This is an optimization exercise on Yosys and OpenROAD, whose aim is small area, a short achievable clock period and few clock cycles per item, not a production implementation. In this exercise RTL edits were held to simulation tests only and were not proved equivalent to the original. Power and IR drop assume default switching activity.

==> design/flow/design.v <==
module fpc_pred #(
    parameter LSZ_MAX = 4
) (
    input  wire        clk,
    input  wire        clear,        
    input  wire [2:0]  clear_lsz,    
    input  wire        obs_valid,    
    input  wire [63:0] obs_data,
    output wire [63:0] pred_f,       
    output wire [63:0] pred_d        
);
    localparam DEPTH = 1 << LSZ_MAX;
    reg [63:0]        tf [0:DEPTH-1];
    reg [63:0]        td [0:DEPTH-1];
    reg [LSZ_MAX-1:0] ctx_f;
    reg [LSZ_MAX-1:0] ctx_d;
    reg [63:0]        last_d;
    reg [2:0]         lsz;
    wire [LSZ_MAX-1:0] mask = (1 << lsz) - 1;
    assign pred_f = tf[ctx_f];
    assign pred_d = last_d + td[ctx_d];
    wire [63:0] delta   = obs_data - last_d;
    wire [63:0] hash_f  = ({{(64-LSZ_MAX){1'b0}}, ctx_f} << 6) ^ (obs_data >> 48);
    wire [63:0] hash_d  = ({{(64-LSZ_MAX){1'b0}}, ctx_d} << 2) ^ (delta >> 40);
    integer i;
    always @(posedge clk) begin
        if (clear) begin
            for (i = 0; i < DEPTH; i = i + 1) begin
                tf[i] <= 64'd0;
                td[i] <= 64'd0;
            end
            ctx_f  <= {LSZ_MAX{1'b0}};
            ctx_d  <= {LSZ_MAX{1'b0}};
            last_d <= 64'd0;
            lsz    <= clear_lsz;
        end else if (obs_valid) begin
            tf[ctx_f] <= obs_data;
            td[ctx_d] <= delta;
            ctx_f     <= hash_f[LSZ_MAX-1:0] & mask;
            ctx_d     <= hash_d[LSZ_MAX-1:0] & mask;
            last_d    <= obs_data;
        end
    end
endmodule
module fpc_half (
    input  wire [63:0] a,
    input  wire [63:0] pred_f,
    input  wire [63:0] pred_d,
    output wire        sel,       
    output reg  [2:0]  code,
    output reg  [3:0]  nbytes,
    output wire [63:0] resid
);
    function [3:0] lzb;
        input [63:0] r;
        begin
            if      (r[63:56] != 0) lzb = 4'd0;
            else if (r[55:48] != 0) lzb = 4'd1;
            else if (r[47:40] != 0) lzb = 4'd2;
            else if (r[39:32] != 0) lzb = 4'd3;
            else if (r[31:24] != 0) lzb = 4'd4;
            else if (r[23:16] != 0) lzb = 4'd5;
            else if (r[15:8]  != 0) lzb = 4'd6;
            else if (r[7:0]   != 0) lzb = 4'd7;
            else                    lzb = 4'd8;
        end
    endfunction
    wire [63:0] res_f = pred_f ^ a;
    wire [63:0] res_d = pred_d ^ a;
    wire [3:0]  z_f   = lzb(res_f);
    wire [3:0]  z_d   = lzb(res_d);
    assign sel   = (z_d > z_f);
    assign resid = sel ? res_d : res_f;
    wire [3:0] z = sel ? z_d : z_f;
    always @(*) begin
        case (z)
            4'd0:    begin code = 3'd0; nbytes = 4'd8; end
            4'd1:    begin code = 3'd1; nbytes = 4'd7; end
            4'd2:    begin code = 3'd2; nbytes = 4'd6; end
            4'd3:    begin code = 3'd3; nbytes = 4'd5; end
            4'd4:    begin code = 3'd3; nbytes = 4'd5; end
            4'd5:    begin code = 3'd4; nbytes = 4'd3; end
            4'd6:    begin code = 3'd5; nbytes = 4'd2; end
            4'd7:    begin code = 3'd6; nbytes = 4'd1; end
            default: begin code = 3'd7; nbytes = 4'd0; end
        endcase
    end
endmodule
module fpc_enc (
    input  wire        clk,
    input  wire        rst,
    input  wire        cfg_valid,
    output wire        cfg_ready,
    input  wire [1:0]  cfg_lsz,       
    input  wire        in_valid,
    output wire        in_ready,
    input  wire [63:0] in_data,
    input  wire        in_last,
    output reg         out_valid,
    input  wire        out_ready,
    output reg  [63:0] out_data,
    output reg  [3:0]  out_nbytes,
    output reg         out_last
);
    localparam LSZ_MAX = 4;
    localparam ST_V1  = 3'd0,    
               ST_V2  = 3'd1,    
               ST_HDR = 3'd2,    
               ST_P1  = 3'd3,    
               ST_P2  = 3'd4;    
    reg [2:0]  state;
    reg        sel1, sel2;
    reg [2:0]  code1, code2;
    reg [3:0]  nb1, nb2;
    reg [63:0] res1, res2;
    reg        pad;           
    reg        last_rec;      
    wire [63:0] pred_f, pred_d;
    wire        h_sel;
    wire [2:0]  h_code;
    wire [3:0]  h_nb;
    wire [63:0] h_res;
    assign cfg_ready = (state == ST_V1);
    assign in_ready  = (state == ST_V1) || (state == ST_V2);
    wire take   = in_valid && in_ready;
    wire do_cfg = cfg_valid && cfg_ready;
    fpc_pred #(.LSZ_MAX(LSZ_MAX)) u_pred (
        .clk       (clk),
        .clear     (rst || do_cfg),
        .clear_lsz (rst ? 3'd4 : {1'b0, cfg_lsz} + 3'd1),
        .obs_valid (take),
        .obs_data  (in_data),
        .pred_f    (pred_f),
        .pred_d    (pred_d)
    );
    fpc_half u_half (
        .a      (in_data),
        .pred_f (pred_f),
        .pred_d (pred_d),
        .sel    (h_sel),
        .code   (h_code),
        .nbytes (h_nb),
        .resid  (h_res)
    );
    wire has_p2 = pad || (nb2 != 4'd0);
    always @(posedge clk) begin
        if (rst) begin
            state <= ST_V1;
        end else begin
            case (state)
                ST_V1: if (take) begin
                    sel1     <= h_sel;
                    code1    <= h_code;
                    nb1      <= h_nb;
                    res1     <= h_res;
                    last_rec <= in_last;
                    if (in_last) begin
                        pad   <= 1'b1;
                        sel2  <= 1'b0;
                        code2 <= 3'd7;
                        nb2   <= 4'd0;
                        res2  <= 64'd0;
                        state <= ST_HDR;
                    end else begin
                        pad   <= 1'b0;
                        state <= ST_V2;
                    end
                end
                ST_V2: if (take) begin
                    sel2     <= h_sel;
                    code2    <= h_code;
                    nb2      <= h_nb;
                    res2     <= h_res;
                    last_rec <= in_last;
                    state    <= ST_HDR;
                end
                ST_HDR: if (out_ready) begin
                    if (nb1 != 4'd0)  state <= ST_P1;
                    else if (has_p2)  state <= ST_P2;
                    else              state <= ST_V1;
                end
                ST_P1: if (out_ready) begin
                    if (has_p2) state <= ST_P2;
                    else        state <= ST_V1;
                end
                ST_P2: if (out_ready) begin
                    state <= ST_V1;
                end
                default: state <= ST_V1;
            endcase
        end
    end
    always @(*) begin
        out_valid  = 1'b0;
        out_data   = 64'd0;
        out_nbytes = 4'd0;
        out_last   = 1'b0;
        case (state)
            ST_HDR: begin
                out_valid  = 1'b1;
                out_data   = {56'd0, sel1, code1, sel2, code2};
                out_nbytes = 4'd1;
                out_last   = last_rec && (nb1 == 4'd0) && !has_p2;
            end
            ST_P1: begin
                out_valid  = 1'b1;
                out_data   = res1;
                out_nbytes = nb1;
                out_last   = last_rec && !has_p2;
            end
            ST_P2: begin
                out_valid  = 1'b1;
                out_data   = pad ? 64'd0 : res2;
                out_nbytes = pad ? 4'd1 : nb2;
                out_last   = last_rec;
            end
            default: ;
        endcase
    end
endmodule
==> design/flow/run.sh <==
#!/bin/bash
# synth_recipe.tcl (not shown) runs the flow's synth.tcl, then flattens the netlist and writes it again
# the make line also repeats each setting of config.mk as NAME=value (left out here)
make -C /OpenROAD-flow-scripts/flow DESIGN_CONFIG=/design/flow/config.mk WORK_HOME=/design/flow/orfs CLKGATE_MAP_FILE= SYNTH_SCRIPT=/design/flow/synth_recipe.tcl finish
==> design/flow/config.mk <==
export PLATFORM = sky130hd
export DESIGN_NAME = fpc_enc
export DESIGN_NICKNAME = fpc_enc
export VERILOG_FILES = /design/flow/design.v
export SDC_FILE = /design/flow/constraint.sdc
export NUM_CORES = 4
export LEC_CHECK = 0
export CAP_MARGIN = 20
export CORE_MARGIN = 2
export CORE_UTILIZATION = 40
export SLEW_MARGIN = 20
==> design/flow/constraint.sdc <==
create_clock -name core_clock -period 12.0 [get_ports {clk}]
set_input_delay 2.4000 -clock core_clock [delete_from_list [all_inputs] [get_ports {clk}]]
set_output_delay 2.4000 -clock core_clock [all_outputs]
set_load 0.01 [all_outputs]
==> metrics.md <==
| Metric | Value |
|---|---|
| Status | finished clean |
| Clock Sinks | 2280 |
| Vias | 67316 |
| Slew Viols, Final | 0 |
| Largest net degree at the start of global routing | 107 |
| Synth Register Bits | 2280 |
| Max Buffers Root-to-Sink | 3 |
| HP Class | flop to flop |
| Initial Util | 0.402 |
| Clock root buffer | clkbuf_16 |
| Die width | 526 um |
| Vias/cell | 5.85 |
| Yosys cell types | 106 |
| Post-Syn Nets | 8045 |
| Synth Instances | 7838 |
| Die height | 526 um |
| Critical path class | flop to flop |
| Ratio of cells with drive above 1 in the final layout | 0.165 |
| Row count | 191 |
| Total gr overflow | 0 |
| Worst-Margin Slew | 1.19 ns |
| Critical path launch point type | flop |
| Final Skew | 0.0439 ns |
| GRT Overall Usage | 0.251 |
| Mean Syn Cell Area | 13.9 sq um |
| Setup TNS | 0 ns |
| MaxCap Viol Count | 0 |
| Cell Area, Placed | 0.115 sq mm |
| Area Growth Syn to Fin | 12.0% |
| WP data arrival | 10.91 ns |
| R2R depth | 27 |
| Leak | 43.3 nW |
| RSZ-0062 raised after global routing | false |
| Final Critical Period | 10.15 ns |
| CTS tree | built |
| Gpl congestion | 0.911 |
| Routed Antenna Nets | 0 |
| Die Area | 0.277 sq mm |
| R2R Path End | code2[1] |
| Worst-path clk slew | 0.06 ns |
| Commonest cells after routing, fill and taps aside | 2197 x edfxtp_1, 1176 x nor2_1, 1047 x and2_1 |
| Synth async-reset ratio | 0 |
| Worst-path fanout max | 46 |
| Hold-fix buffers at CTS | 0 |
| Post-Syn Area | 0.109 sq mm |
| Hold Vio Cnt, Final | 0 |
| H-tree depth | 4 |
| Core area | 0.271 sq mm |
| Fmax | 98.5 MHz |
| Number of global-route vias before repair | 68868 |
| Setup Viol. Count Final | 0 |
| First-pass GRT wire length | 498 mm |
| Pwr/cell area | 170 mW/mm^2 |
| Crit share post-route | 0.846 |
| Clk latency of the worst-skew pair | 0.91 ns |
| Most common cell after layout, fill and taps aside | edfxtp_1 |
| Initial antenna violation count | 16 |
| Slew headroom | 0.202 |
| IO Pins | 144 |
| Wirelength per Cell | 30.5 um |
| Final Cell Area | 0.122 sq mm |
| Total Routed Length | 352 mm |
| Hold Path Cell Cnt | 2 |
| Max IR drop VDD | 0.146 mV |
| Flop-to-flop setup slack | 1.85 ns |
| Setup crit end kind | flop |
| CTS resizes | 0 |
| Worst path required time | 12.75 ns |
| Synth warnings | 3 |
| Setup bufs post-CTS | 0 |
| HP Start | u_pred.last_d[63] |
| Seq/Total Area, Yosys | 0.621 |
| Post-DP HPWL | 204 mm |
| DRT Pass-1 Iters | 6 |
| EDFF count, synth | 2197 |
| # port buffers | 143 |
| First DRT Iteration DRCs | 7838 |
| Total CTS buffers | 225 |
| Top FF cell, synth | edfxtp_1 |
| Residual DRC | 0 |
| WHS Endpoint | u_pred.last_d[63] |
| # nets final | 7958 |
## cell type report
class	instances	area, sq um
well taps	3570	4470
multi-input cells	4769	39000
fillers	23857	149000
diodes	5	12.5
repair buffers	367	3280
inverters	108	405
flip-flops and latches	2280	67700
clock inverters	115	1160
clock buffers	298	6020
## cell usage after synthesis (10+ instances only)
library cell	n	area share
o21a_1	15	0.0010
buf_6	10	0.0010
nor2_1	1190	0.041
dfxtp_1	83	0.015
o211ai_1	19	0.0013
o31ai_1	12	0.00083
buf_2	57	0.0026
ha_1	133	0.015
a21o_1	73	0.0050
o21bai_1	22	0.0015
or3_1	13	0.00075
xnor3_1	10	0.0021
a21oi_1	275	0.013
xnor2_1	161	0.013
o21ai_0	113	0.0052
and2_1	1048	0.060
edfxtp_1	2197	0.61
a22o_1	60	0.0048
mux4_2	603	0.12
nor3_1	80	0.0037
mux2i_1	92	0.0085
nand4_1	52	0.0030
buf_4	12	0.00083
xor2_1	83	0.0067
and3_1	21	0.0012
inv_1	103	0.0035
nor2b_1	40	0.0023
clkbuf_1	532	0.018
buf_1	69	0.0024
nor4_1	27	0.0016
a31oi_1	18	0.0010
nand2b_1	30	0.0017
nand2_1	323	0.011
a211oi_1	35	0.0024
nand3_1	49	0.0023
## power breakdown
part           leakage, nW  switching, mW  internal (mW)  total (mW)
clock network         3.47           3.12           3.90        7.02
registers             24.2          0.267           9.63        9.90
logic                 15.6           2.53           1.28        3.81
total                 43.3           5.92           14.8        20.7
## metal layers
layer / global-route usage / share of wire / up-vias
met5: 0 / 0.000037 / -
met4: 0.121 / 0.053 / 2
met3: 0.0356 / 0.073 / 689
met2: 0.431 / 0.50 / 3065
met1: 0.311 / 0.37 / 34981
li1: - / - / 28579
## sequential cells by signal, indices dropped and copies added, names as in the netlist, 3 cells and up, named ones only
| name | count |
|---|---|
| code1 | 3 |
| code2 | 3 |
| nb1 | 4 |
| nb2 | 4 |
| res1 | 64 |
| res2 | 64 |
| state | 3 |
| u_pred.ctx_d | 4 |
| u_pred.ctx_f | 4 |
| u_pred.last_d | 64 |
| u_pred.lsz | 3 |
| u_pred.td | 1024 |
| u_pred.tf | 1024 |
## worst max path at each step
stage                     start              end  slack [ns]  depth (start not counted)
after global routing       flop         code2[1]        1.27                         27
after floorplan             rst  u_pred.tf[2][0]        3.13                          6
final                      flop         code2[1]        1.85                         27
after detailed placement   flop         code2[1]        1.91                         27
after CTS                  flop         code2[1]        1.89                         27
after global placement     flop         code2[1]        1.93                         27
## per-stage QoR
stage | setup slack, ns | cells | total power, mW | utilization | hold WS, ns
floorplan | 3.13 | 7838 | 12.3 | - | 0.448
global placement | 1.93 | 11092 | 13.8 | 0.424 | 0.454
detailed placement | 1.91 | 11094 | 13.8 | 0.424 | 0.470
CTS | 1.89 | 11507 | 20.7 | 0.450 | 0.479
global route | 1.27 | 11510 | 21.3 | 0.451 | 0.498
finish | 1.85 | 11512 | 20.7 | 0.451 | 0.476
## cells by family (layout without fill, tap and decap cells)
| group | Yosys count | count (layout) | synth area share |
|---|---|---|---|
| mux | 700 | 700 | 0.134 |
| fa+ha+maj | 135 | 135 | 0.0156 |
| xor+xnor | 255 | 255 | 0.0218 |
| flops | 2280 | 2280 | 0.621 |
| compound gates | 748 | 748 | 0.0454 |
| buf+inv | 789 | 888 | 0.0291 |
| simple gates | 2931 | 2931 | 0.133 |
| other cells | 0 | 5 | 0 |
## critical path: stages (launching register included)
cell and delay (ns):
dfxtp_4 0.92, buf_12 0.40, buf_4 0.29, mux4_2 0.52
mux4_2 0.52, ha_1 0.44, nand2_1 0.15, o21ai_1 0.17
nor4b_1 0.66, nand4_1 0.45, a31oi_4 0.43, o21a_2 0.20
xnor3_1 0.20, nand2b_1 0.18, or4_1 0.53, nor4_1 0.51
nor3_1 0.11, ha_1 0.32, nor2b_1 0.14, o21ai_0 0.15
nand2b_1 0.07, a21oi_1 0.19, a41o_4 0.37, clkinv_1 0.58
buf_4 0.43, a41oi_4 0.40, mux2_2 0.39, nand3_1 0.08
Testbench counts, summed over its fixed seeds: cycles 39,247, values 18,000.

port drivers added, routing unchanged:
The results above use ideal ports. As a check the final layout listed here was re-extracted and re-timed, cells and wires unchanged. Step 1 sets driving cells, clkbuf_16 on the clock port and buf_2 on the other inputs (assumed; they add their load-dependent delay and slew). Step 2 moves the port delays by t, midway between the first and last clock arrival at a register: inputs arrive t later, outputs are due t later. That takes back most of the time a late clock gives input paths. Three values: ideal ports, drivers, drivers and shift; two values: the first two.
t, ns: 0.989
slack for setup (ns): 1.847 / 1.847 / 1.847
worst setup path at the end: register to register
pins driven straight from the clock port: 1
After both steps setup and hold are still met in this run. For this run, drivers alone change the setup slack by 0.000 ns; drivers and shift together by 0.000 ns.
